What follows belongs to an exercise in optimizing a design on an open flow for small area, a short achievable clock period and few clock cycles; a production flow would make more cautious choices.
Where RTL was checked, it was by simulation tests only, not by an equivalence proof against the original.
Power is estimated from default activity; no workload was simulated.

==> flow/design.v <==
module spa (
  input  wire        clk,
  input  wire        rst,         
  output wire        ready,       
  input  wire        reg_rd,
  input  wire        reg_wr,
  input  wire [7:0]  reg_addr,
  input  wire [31:0] reg_wdata,
  output wire [31:0] rdata,
  input  wire        cmd_valid,
  input  wire [63:0] cmd_word,
  output wire        err_o
);
  localparam [31:0] ID_VALUE     = 32'h5350_4131;
  localparam [31:0] CONFIG_VALUE = 32'h0000_0610;
  localparam [3:0] MC_LAST = 4'd7;      
  localparam [3:0] DC_LAST = 4'd14;     
  reg [31:0] pos;
  reg [15:0] frac;
  reg [31:0] delta;
  reg [31:0] lbeg;
  reg [31:0] lend;
  reg        dir;           
  reg        stopped;
  reg        disowned;
  reg [5:0]  handle;
  reg [2:0]  status;        
  reg        err;           
  reg [63:0] chact;
  reg        busy;
  reg        rdy;           
  reg        ph_m, ph_m0, ph_m1, ph_p1, ph_p2, ph_d, ph_d0, ph_f;
  reg [3:0]  cnt;
  reg        is_nl, is_fw, is_pp, back;
  reg        illegal;
  reg        lorder;        
  reg [31:0] len;           
  reg [33:0] len3;          
  reg        bnd_r;         
  reg [15:0] f1r;           
  reg        fin;           
  reg [32:0] A;
  reg [31:0] Q;
  assign ready = rdy;
  assign err_o = err;
  wire acc_wr  = ~busy & reg_wr;
  wire acc_cmd = ~busy & cmd_valid;
  wire [35:0] mul_sum = {4'd0, A[31:0]} + delta * Q[3:0];
  wire [32:0] d_a0  = A;
  wire        d_s0  = d_a0[32];
  wire        d_b1  = ph_d0 ? Q[29] : Q[31];
  wire        d_b2  = ph_d0 ? Q[28] : Q[30];
  wire [33:0] d_r1  = {d_a0, d_b1} + ({2'b00, len} ^ {34{~d_s0}}) + {33'd0, ~d_s0};
  wire [34:0] d_4r  = {d_a0, d_b1, d_b2};
  wire [34:0] d_kp  = d_s0 ? {3'b000, len} : ~{1'b0, len3};
  wire [34:0] d_kn  = d_s0 ? {1'b0, len3} : ~{3'b000, len};
  wire [34:0] d_cp  = d_4r + d_kp + {34'd0, ~d_s0};
  wire [34:0] d_cn  = d_4r + d_kn + {34'd0, ~d_s0};
  wire        d_n1  = d_r1[33];
  wire [34:0] d_r2  = d_n1 ? d_cn : d_cp;
  wire [31:0] r4716 = {A[15:0], Q[31:16]};
  wire        c48   = back & ~|r4716 & (Q[15:0] < ~frac);
  wire        rneg  = A[32];    
  wire sa_lend = ph_m0 | (ph_d0 & ~back) | (ph_f & (is_fw ? rneg : back));
  wire sa_len  = ph_m1;
  wire sa_pos  = ph_p1;
  wire sa_A    = ph_p2 & ~back;
  wire sa_lbeg = ((ph_p2 | ph_d0) & back) | (ph_f & (is_fw ? ~rneg : ~back));
  wire sb_lbeg = ph_m0;
  wire sb_len2 = ph_m1;
  wire sb_r    = ph_p1;
  wire sb_lend = ph_p2 & ~back;
  wire sb_A    = (ph_p2 & back) | ph_f;
  wire sb_Q    = ph_d0;
  wire x_inv   = ph_m0 | ((ph_p1 | ph_d0) & back) | ph_p2 | (ph_f & is_pp & (rneg ^ back));
  wire x_c     = ph_m0 | ((ph_p1 | ph_d0) & back) | ph_p2;
  wire [33:0] xa = ({34{sa_lend}} & {2'b00, lend})
                 | ({34{sa_len}}  & {2'b00, len})
                 | ({34{sa_pos}}  & {2'b00, pos})
                 | ({34{sa_A}}    & {2'b00, A[31:0]})
                 | ({34{sa_lbeg}} & {2'b00, lbeg});
  wire [33:0] xb = ({34{sb_lbeg}} & {2'b00, lbeg})
                 | ({34{sb_len2}} & {1'b0, len, 1'b0})
                 | ({34{sb_r}}    & {1'b0, c48, r4716})
                 | ({34{sb_lend}} & {2'b00, lend})
                 | ({34{sb_A}}    & {A[32], A})
                 | ({34{sb_Q}}    & {2'b00, Q});
  wire [33:0] xs = xa + (xb ^ {34{x_inv}}) + {33'd0, x_c};
  wire lzero   = ~|len;
  wire f_lord  = ~illegal & ~is_nl & bnd_r & lorder;
  wire f_ppz   = ~illegal & is_pp & bnd_r & ~lorder & lzero;
  wire f_any   = illegal | f_lord | f_ppz;
  wire       l_small = ~|len[31:3];
  wire [2:0] x_v     = xs[32:30];
  reg  [2:0] x_top;
  always @* begin
    x_top = x_v;
    if (l_small)
      case (len[2:0])
        3'd1: x_top = 3'd0;
        3'd2: x_top = {2'b00, x_v[0]};
        3'd3: x_top = (x_v >= 3'd6) ? x_v - 3'd6 : (x_v >= 3'd3) ? x_v - 3'd3 : x_v;
        3'd4: x_top = {1'b0, x_v[1:0]};
        3'd5: x_top = (x_v >= 3'd5) ? x_v - 3'd5 : x_v;
        3'd6: x_top = (x_v >= 3'd6) ? x_v - 3'd6 : x_v;
        3'd7: x_top = (x_v == 3'd7) ? 3'd0 : x_v;
        default: x_top = x_v;
      endcase
  end
  reg [5:0]  ra;
  reg [31:0] rd_val;
  always @* begin
    case (ra)
      6'h00:   rd_val = pos;
      6'h01:   rd_val = {16'd0, frac};
      6'h02:   rd_val = delta;
      6'h03:   rd_val = lbeg;
      6'h04:   rd_val = lend;
      6'h05:   rd_val = {30'd0, stopped, dir};
      6'h06:   rd_val = {disowned, 25'd0, handle};
      6'h07:   rd_val = {29'd0, status};
      6'h08:   rd_val = ID_VALUE;
      6'h09:   rd_val = CONFIG_VALUE;
      6'h10:   rd_val = chact[31:0];
      6'h11:   rd_val = chact[63:32];
      default: rd_val = 32'd0;
    endcase
  end
  always @(posedge clk) ra <= reg_addr[7:2];
  assign rdata = rd_val;
  always @(posedge clk) begin
    if (acc_cmd) begin
      is_nl   <= (cmd_word[1:0] == 2'd0);
      is_fw   <= (cmd_word[1:0] == 2'd1);
      is_pp   <= (cmd_word[1:0] == 2'd2);
      back    <= (cmd_word[1:0] == 2'd2) & dir;
      illegal <= (cmd_word[1:0] == 2'b11) | (|cmd_word[31:2]);
      Q       <= cmd_word[63:32];
      A       <= {17'd0, ((cmd_word[1:0] == 2'd2) & dir) ? ~frac : frac};
    end else if (ph_m) begin
      A <= {1'b0, mul_sum[35:4]};
      Q <= {mul_sum[3:0], Q[31:4]};
    end else if (ph_p1) begin
      A <= xs[32:0];
    end else if (ph_p2) begin
      A <= {30'd0, x_top};
      Q <= xs[31:0];
    end else if (ph_d) begin
      A <= d_r2[32:0];
      Q <= ph_d0 ? {Q[27:0], 4'd0} : {Q[29:0], 2'd0};
    end
    if (ph_m0) begin
      len    <= xs[31:0];
      lorder <= xs[33];
    end
    if (ph_m1) len3 <= xs;
    if (ph_p1) f1r <= back ? ~Q[15:0] : Q[15:0];
    if (ph_p2) bnd_r <= ~xs[33];
  end
  always @(posedge clk) begin
    if (rst) begin
      pos      <= 32'd0;
      frac     <= 16'd0;
      delta    <= 32'd0;
      lbeg     <= 32'd0;
      lend     <= 32'd0;
      dir      <= 1'b0;
      stopped  <= 1'b0;
      disowned <= 1'b0;
      handle   <= 6'd0;
      status   <= 3'd0;
      err      <= 1'b0;
      chact    <= 64'd0;
      busy     <= 1'b0;
      rdy      <= 1'b1;
      ph_m     <= 1'b0;
      ph_m0    <= 1'b0;
      ph_m1    <= 1'b0;
      ph_p1    <= 1'b0;
      ph_p2    <= 1'b0;
      ph_d     <= 1'b0;
      ph_d0    <= 1'b0;
      ph_f     <= 1'b0;
      cnt      <= 4'd0;
      fin      <= 1'b0;
    end else begin
      if (acc_wr) begin
        case (reg_addr[7:2])
          6'h00: pos   <= reg_wdata;
          6'h01: frac  <= reg_wdata[15:0];
          6'h02: delta <= reg_wdata;
          6'h03: lbeg  <= reg_wdata;
          6'h04: lend  <= reg_wdata;
          6'h05: begin
            dir     <= reg_wdata[0];
            stopped <= reg_wdata[1];
          end
          6'h06: begin
            handle   <= reg_wdata[5:0];
            disowned <= reg_wdata[31];
          end
          6'h07: begin
            status <= status & ~reg_wdata[2:0];
            err    <= |(status & ~reg_wdata[2:0]);
          end
          6'h10: chact[31:0]  <= reg_wdata;
          6'h11: chact[63:32] <= reg_wdata;
          default: ;
        endcase
      end
      ph_m0 <= acc_cmd;
      ph_m1 <= ph_m0;
      ph_p1 <= ph_m & (cnt == MC_LAST);
      ph_p2 <= ph_p1;
      ph_d0 <= ph_p2;
      ph_f  <= ph_d & (cnt == DC_LAST);
      if (acc_cmd) begin
        busy <= 1'b1;
        rdy  <= 1'b0;
        ph_m <= 1'b1;
      end
      if (ph_m | ph_d) cnt <= cnt + 4'd1;
      if (ph_m & (cnt == MC_LAST)) begin
        ph_m <= 1'b0;
        cnt  <= 4'd0;
      end
      if (ph_p2) ph_d <= 1'b1;
      if (ph_d & (cnt == DC_LAST)) begin
        ph_d <= 1'b0;
        cnt  <= 4'd0;
      end
      if (ph_f) begin
        busy <= 1'b0;
        rdy  <= 1'b1;
      end
      if (ph_d0) begin
        status <= status | {f_ppz, f_lord, illegal};
        err    <= err | f_any;
        fin    <= ~f_any & ~is_nl & bnd_r & ~lzero;
        if (~f_any) begin
          frac <= f1r;
          if (is_nl) begin
            if (bnd_r) begin
              stopped <= 1'b1;
              if (!disowned) chact[handle] <= 1'b0;
              else           pos <= xs[31:0];
            end else begin
              pos <= xs[31:0];
            end
          end else if (!bnd_r) begin
            pos <= xs[31:0];
          end else if (is_fw & lzero) begin
            pos <= 32'd0;
          end
        end
      end
      if (ph_f & fin) begin
        pos <= xs[31:0];
        if (is_pp & rneg) begin
          dir  <= ~dir;
          frac <= ~frac + 16'd1;
        end
      end
    end
  end
endmodule
export LEC_CHECK = 0
export CAP_MARGIN = 20
export CORE_MARGIN = 2
export CORE_UTILIZATION = 40
export SETUP_SLACK_MARGIN = 5
export SLEW_MARGIN = 20
create_clock -name core_clock -period 10.0 [get_ports {clk}]
standard.sh (not shown) runs the stock make flow with config.mk's settings and CLKGATE_MAP_FILE= SYNTH_SCRIPT=/design/flow/synth_recipe.tcl, a recipe that flattens the netlist after the stock synthesis.
==> flow/flow/run.sh <==
#!/bin/bash
# The standard layout (standard synthesis unchanged) with the smallest buffer
# on every port instead of the default delay-buffer cell. Each tool's output
# goes to a log file in the work folder.
set -euo pipefail
bash standard.sh "BUFFER_PORTS_ARGS=-buffer_cell sky130_fd_sc_hd__buf_1" finish > standard_flow.log 2>&1
Edit:
--- a/flow/design.v
+++ b/flow/design.v
@@ -15,5 +15,5 @@
   localparam [31:0] CONFIG_VALUE = 32'h0000_0610;
   localparam [3:0] MC_LAST = 4'd7;      
-  localparam [3:0] DC_LAST = 4'd14;     
+  localparam [3:0] DC_LAST = 4'd15;     
   reg [31:0] pos;
   reg [15:0] frac;
@@ -49,8 +49,6 @@
   wire [32:0] d_a0  = A;
   wire        d_s0  = d_a0[32];
-  wire        d_b1  = ph_d0 ? Q[29] : Q[31];
-  wire        d_b2  = ph_d0 ? Q[28] : Q[30];
-  wire [33:0] d_r1  = {d_a0, d_b1} + ({2'b00, len} ^ {34{~d_s0}}) + {33'd0, ~d_s0};
-  wire [34:0] d_4r  = {d_a0, d_b1, d_b2};
+  wire [33:0] d_r1  = {d_a0, Q[31]} + ({2'b00, len} ^ {34{~d_s0}}) + {33'd0, ~d_s0};
+  wire [34:0] d_4r  = {d_a0, Q[31], Q[30]};
   wire [34:0] d_kp  = d_s0 ? {3'b000, len} : ~{1'b0, len3};
   wire [34:0] d_kn  = d_s0 ? {1'b0, len3} : ~{3'b000, len};
@@ -91,21 +89,4 @@
   wire f_ppz   = ~illegal & is_pp & bnd_r & ~lorder & lzero;
   wire f_any   = illegal | f_lord | f_ppz;
-  wire       l_small = ~|len[31:3];
-  wire [2:0] x_v     = xs[32:30];
-  reg  [2:0] x_top;
-  always @* begin
-    x_top = x_v;
-    if (l_small)
-      case (len[2:0])
-        3'd1: x_top = 3'd0;
-        3'd2: x_top = {2'b00, x_v[0]};
-        3'd3: x_top = (x_v >= 3'd6) ? x_v - 3'd6 : (x_v >= 3'd3) ? x_v - 3'd3 : x_v;
-        3'd4: x_top = {1'b0, x_v[1:0]};
-        3'd5: x_top = (x_v >= 3'd5) ? x_v - 3'd5 : x_v;
-        3'd6: x_top = (x_v >= 3'd6) ? x_v - 3'd6 : x_v;
-        3'd7: x_top = (x_v == 3'd7) ? 3'd0 : x_v;
-        default: x_top = x_v;
-      endcase
-  end
   reg [5:0]  ra;
   reg [31:0] rd_val;
@@ -144,9 +125,9 @@
       A <= xs[32:0];
     end else if (ph_p2) begin
-      A <= {30'd0, x_top};
+      A <= {32'd0, xs[32] & (len != 32'd1)};
       Q <= xs[31:0];
     end else if (ph_d) begin
       A <= d_r2[32:0];
-      Q <= ph_d0 ? {Q[27:0], 4'd0} : {Q[29:0], 2'd0};
+      Q <= {Q[29:0], ~d_n1, ~d_r2[34]};
     end
     if (ph_m0) begin
@@ -226,8 +207,5 @@
       end
       if (ph_p2) ph_d <= 1'b1;
-      if (ph_d & (cnt == DC_LAST)) begin
-        ph_d <= 1'b0;
-        cnt  <= 4'd0;
-      end
+      if (ph_d & (cnt == DC_LAST)) ph_d <= 1'b0;
       if (ph_f) begin
         busy <= 1'b0;
The changed run completed without violations.
Setup slack is better by 0.29 ns.
Sequential cell count climbs by 1.
Design area drops by 5.8%.
Combinational power stays flat.
Maximum frequency climbs by 5.9%.
Sequential power is about the same.
Power climbs by 0.89%.
Non-clock buffer count drops by 90.
Via count drops by 5.2%.
Wire length drops by 9.1%.
Global-route usage drops by 3.3 points.
Clock power climbs by about 2%.
First-iteration DRC count drops by 5.3%.
Sequential share of layout area climbs by 1.5 points.
Testbench counts after the change, summed over its fixed seeds: cycles 94,756.
Function not checked in the first run of this note: the RTL went through the layout flow alone.

## port drivers added, routing unchanged
The results above use ideal ports. As a check the final layouts listed here were re-extracted and re-timed, cells and wires unchanged.
Step 1 (the two cells are an assumption about what drives the block):
set clk [get_ports {clk}]
set_driving_cell -lib_cell sky130_fd_sc_hd__clkbuf_16 $clk
set_driving_cell -lib_cell sky130_fd_sc_hd__buf_2 [delete_from_list [all_inputs] $clk]
Step 2 times the ports against the registers' clock, not the clock port: input delays grow and output delays shrink by t, the midpoint of the rising clock arrivals with the driver on.
a / b / c = ideal / step 1 / step 2; a / b = the first two.
| run | t (ns) | setup WS [ns] | hold WS [ns] | worst setup path after step 2 |
|---|---|---|---|---|
| the first run | 0.683 | 4.790 / 4.790 / 4.790 | 0.474 / 0.474 / 0.474 | register to register |
| the second run | 0.659 | 5.083 / 5.061 / 4.863 | 0.473 / 0.473 / 0.473 | input to register |
After both steps setup and hold are still met in every run listed. The setup slack of the second run, which loses most, moves by -0.022 ns with the drivers and by -0.220 ns with both steps.
